This is an optimization exercise on Yosys and OpenROAD, whose aim is small area, not a production implementation. The RTL was checked by simulation tests, not by an equivalence proof against the original design. Power figures rest on the tool's default switching activity, not on a simulated workload.

## sierra
==> flow/design.v (excerpt) <==
module cp_slot_engine (
    input  wire        clk,
    input  wire        rst,
    input  wire [3:0]  dip,
    input  wire        res_ok,
    input  wire        tick,
    input  wire        sample,
    input  wire        btn_check,
    input  wire        btn_write,
    input  wire        fa_rsp,
    input  wire [2:0]  fa_status,
    input  wire        fa_flag,
    input  wire [31:0] fa_size,
    input  wire [3:0]  st_idx,
    output wire [3:0]  mux_addr,
    output wire [15:0] led,
    output wire        fa_req,
    output wire [2:0]  fa_cmd,
    output wire [3:0]  fa_speed,
    output wire        arch_req,
    output wire        busy,
    output wire        ready,
    output wire        gerr,
    output wire        fatal,
    output wire [2:0]  run_err,
    output wire [2:0]  fatal_code,
    output wire [1:0]  evt,
    output wire [8:0]  st_data
);
Settings: LEC_CHECK=0, CAP_MARGIN=20, CORE_MARGIN=2, CORE_UTILIZATION=40, CTS_BUF_LIST=sky130_fd_sc_hd__clkbuf_8, SLEW_MARGIN=20; clock period 10.0 ns.
standard.sh (not shown) runs the stock make flow with config.mk's settings and CLKGATE_MAP_FILE= SYNTH_SCRIPT=/design/flow/synth_recipe.tcl, a recipe that flattens the netlist after the stock synthesis.
==> flow/flow/run.sh <==
#!/bin/bash
set -euo pipefail
here=$PWD
cat flow/abc_override.tcl synth_recipe.tcl > "$here/area_synth.tcl"
export FLOW_ABC_SCRIPT="$here/flow/abc_area.script"
bash standard.sh SYNTH_SCRIPT="$here/area_synth.tcl" \
  BUFFER_PORTS_ARGS="-buffer_cell sky130_fd_sc_hd__buf_1" finish > standard.log 2>&1
==> flow/flow/abc_area.script <==
&get -n
&st
&dch
&nf -a
&put
mfs2 -W 8
strash
&get -n
&dch -f
&nf -a -R 1000
&put
mfs2 -W 8
strash
&get -n
&dch -f
&nf -a -R 1000
&put
==> flow/flow/abc_override.tcl <==
# Prepended to synth_recipe.tcl: every abc call runs the area script next to
# this file instead of ORFS's speed script. Registers are untouched.
proc abc {args} {
  set i [lsearch -exact $args -script]
  if {$i >= 0} { set args [lreplace $args [expr {$i+1}] [expr {$i+1}] $::env(FLOW_ABC_SCRIPT)] }
  yosys abc {*}$args
}
sierra has completed all stages; timing, DRC and antenna checks passed.
--- input diff sierra..willow ---
==> flow/flow/run.sh <==
#!/bin/bash
set -euo pipefail
here=$PWD
cat flow/abc_override.tcl synth_recipe.tcl > "$here/area_synth.tcl"
export FLOW_ABC_SCRIPT="$here/flow/abc_area.script"
bash standard.sh SYNTH_SCRIPT="$here/area_synth.tcl" \
  BUFFER_PORTS_ARGS="-buffer_cell sky130_fd_sc_hd__buf_1" \
  CTS_ARGS="-sink_clustering_enable -repair_clock_nets -buf_list sky130_fd_sc_hd__clkbuf_8 -dont_use_dummy_load" finish > standard.log 2>&1
Compared with sierra, willow shows a first-pass GRT wire length that is about 0.7% lower. All-layer global routing usage was lower in willow than in sierra. Of willow and sierra, the run reporting the lower worst setup slack was willow. Actual slew at the worst max-slew pin delta for willow relative to sierra: 0.029 ns lower. The higher register fraction of the total cell area of willow and sierra is in willow.
What zinc does differently from willow at the input level:
- putting GPL_TIMING_DRIVEN at 0 where nothing was set
==> flow/flow/run.sh <==
#!/bin/bash
set -euo pipefail
here=$PWD
cat flow/abc_override.tcl synth_recipe.tcl > "$here/area_synth.tcl"
export FLOW_ABC_SCRIPT="$here/flow/abc_area.script"
bash standard.sh SYNTH_SCRIPT="$here/area_synth.tcl" \
  BUFFER_PORTS_ARGS="-buffer_cell sky130_fd_sc_hd__buf_1" finish > standard.log 2>&1
Notes after the runs:
Smallest setup slack after layout on zinc is behind willow. First-pass GRT wire length of willow is on par with zinc. Number of enable-type register cells in the synthesized netlist: zinc vs willow, no meaningful difference.

========
cp_slot_engine, a different RTL version from the one above (not shown whole).
Size in the first run: ~200 flip-flops, roughly 100 I/O pins, roughly 9300 um^2 of cells after synthesis.
export LEC_CHECK = 0
export CAP_MARGIN = 20
export CORE_MARGIN = 2
export CORE_UTILIZATION = 40
export CTS_BUF_LIST = sky130_fd_sc_hd__clkbuf_8
export SLEW_MARGIN = 20
create_clock -name core_clock -period 10.0 [get_ports {clk}]
==> flow/flow/run.sh <==
#!/bin/bash
# The standard layout with these changes:
#  - synthesis maps the logic with an area-oriented ABC script (flow/abc_area.script);
#    everything else in synthesis, registers included, is synth_recipe.tcl's;
#  - the port buffers are buf_1 instead of ORFS's default cell;
set -euo pipefail
here=$PWD
cat flow/abc_override.tcl synth_recipe.tcl > "$here/area_synth.tcl"
export FLOW_ABC_SCRIPT="$here/flow/abc_area.script"
bash standard.sh SYNTH_SCRIPT="$here/area_synth.tcl" \
  BUFFER_PORTS_ARGS="-buffer_cell sky130_fd_sc_hd__buf_1" \
  CTS_ARGS="-sink_clustering_enable -repair_clock_nets -root_buf sky130_fd_sc_hd__clkbuf_16 -buf_list sky130_fd_sc_hd__clkbuf_8 -dont_use_dummy_load" \
  finish > standard.log 2>&1
==> flow/flow/abc_area.script <==
&get -n
&st
&deepsyn -T 60
&dch -f
&nf -a -R 1000
&put
mfs2 -W 8
strash
&get -n
&dch -f
&nf -a -R 1000
&put
Scripts as last shown in full above: flow/flow/abc_override.tcl
Change:
--- a/flow/flow/run.sh
+++ b/flow/flow/run.sh
@@ -10,4 +10,4 @@
 bash standard.sh SYNTH_SCRIPT="$here/area_synth.tcl" \
   BUFFER_PORTS_ARGS="-buffer_cell sky130_fd_sc_hd__buf_1" \
-  CTS_ARGS="-sink_clustering_enable -repair_clock_nets -root_buf sky130_fd_sc_hd__clkbuf_16 -buf_list sky130_fd_sc_hd__clkbuf_8 -dont_use_dummy_load" \
+  CTS_ARGS="-sink_clustering_enable -repair_clock_nets -buf_list sky130_fd_sc_hd__clkbuf_8 -dont_use_dummy_load" \
   finish > standard.log 2>&1
==> flow/flow/abc_area.script (replaced) <==
&get -n
&st
&deepsyn -T 120
&dch -f
&nf -a -R 1000
&put
mfs2 -W 8
strash
&get -n
&dch -f
&nf -a -R 1000
&put
--- a/flow/config.mk
+++ b/flow/config.mk
@@ -8,5 +8,5 @@
 export CAP_MARGIN = 20
 export CORE_MARGIN = 2
-export CORE_UTILIZATION = 40
+export CORE_UTILIZATION = 55
 export CTS_BUF_LIST = sky130_fd_sc_hd__clkbuf_8
 export SLEW_MARGIN = 20
Via count rises by 3.4%.
Die area goes down by 26%.
First-iteration DRC count is higher by 11%.
Power fell by 2.5%.
Clock-buffer cell count does not change.
Worst setup slack gets better by 0.21 ns.
Routed wire length goes up by 1.4%.
Final area fell by 0.30%.
Register-to-register slack improved by 0.21 ns.
Change:
==> flow/flow/abc_area.script (replaced) <==
&get -n
&st
&deepsyn -T 60
&dch -f
&nf -a -R 1000
&put
mfs2 -W 8
strash
&get -n
&dch -f
&nf -a -R 1000
&put
--- a/flow/config.mk
+++ b/flow/config.mk
@@ -8,5 +8,5 @@
 export CAP_MARGIN = 20
 export CORE_MARGIN = 2
-export CORE_UTILIZATION = 55
+export CORE_UTILIZATION = 70
 export CTS_BUF_LIST = sky130_fd_sc_hd__clkbuf_8
 export SLEW_MARGIN = 20
What happened: Core utilization grows by 16 points; total power increases slightly; global-route usage came out higher by 8.0 points; sequential share of layout area goes up by 0.64 points; count of clock-buffer cells in the layout does not change; fmax drops by a few percent; routed wire length increases slightly; non-clock buffer count stays the same; clock power came out lower slightly; design area goes down slightly; die area drops by about a fifth.
Change:
--- a/flow/config.mk
+++ b/flow/config.mk
@@ -8,5 +8,5 @@
 export CAP_MARGIN = 20
 export CORE_MARGIN = 2
-export CORE_UTILIZATION = 70
+export CORE_UTILIZATION = 55
 export CTS_BUF_LIST = sky130_fd_sc_hd__clkbuf_8
 export SLEW_MARGIN = 20
Non-clock buffer count does not change.
Total power hardly moves.
Worst hold slack improved by 0.0041 ns.
Setup slack improved by 0.12 ns.

-- static timing again, ports no longer ideal --
The results above use ideal ports. As a check the final layouts listed here were re-extracted and re-timed, cells and wires unchanged.
Step 1: set_driving_cell puts a clkbuf_16 on clk and a buf_2 on each other input, an assumption about the parent block.
Step 2, shift: input delay + t, output delay - t, t = (earliest + latest rising clock arrival at the registers) / 2. This alone moves slack from input paths to output paths.
Three values: no drivers, after step 1, after step 2; two values: the first two.
run | t, ns | setup WS [ns] | worst register clock-pin slew, ns | pins driven straight from the clock port
sierra | 0.514 | 3.840 / 3.811 / 3.811 | 0.12 / 0.12 | 1
willow | 0.496 | 3.826 / 3.797 / 3.797 | 0.12 / 0.12 | 1
zinc | 0.523 | 3.529 / 3.504 / 3.504 | 0.12 / 0.12 | 1
the first run of note 2 | 0.426 | 3.656 / 3.586 / 3.586 | 0.13 / 0.13 | 1
the second run of note 2 | 0.487 | 3.871 / 3.819 / 3.819 | 0.10 / 0.10 | 1
the third run of note 2 | 0.504 | 3.712 / 3.670 / 3.670 | 0.10 / 0.10 | 1
the fourth run of note 2 | 0.491 | 3.829 / 3.805 / 3.805 | 0.11 / 0.11 | 1
After both steps setup and hold are still met in every run listed. The setup slack of the first run of note 2, which loses most, moves by -0.070 ns with the drivers and by -0.070 ns with both steps.
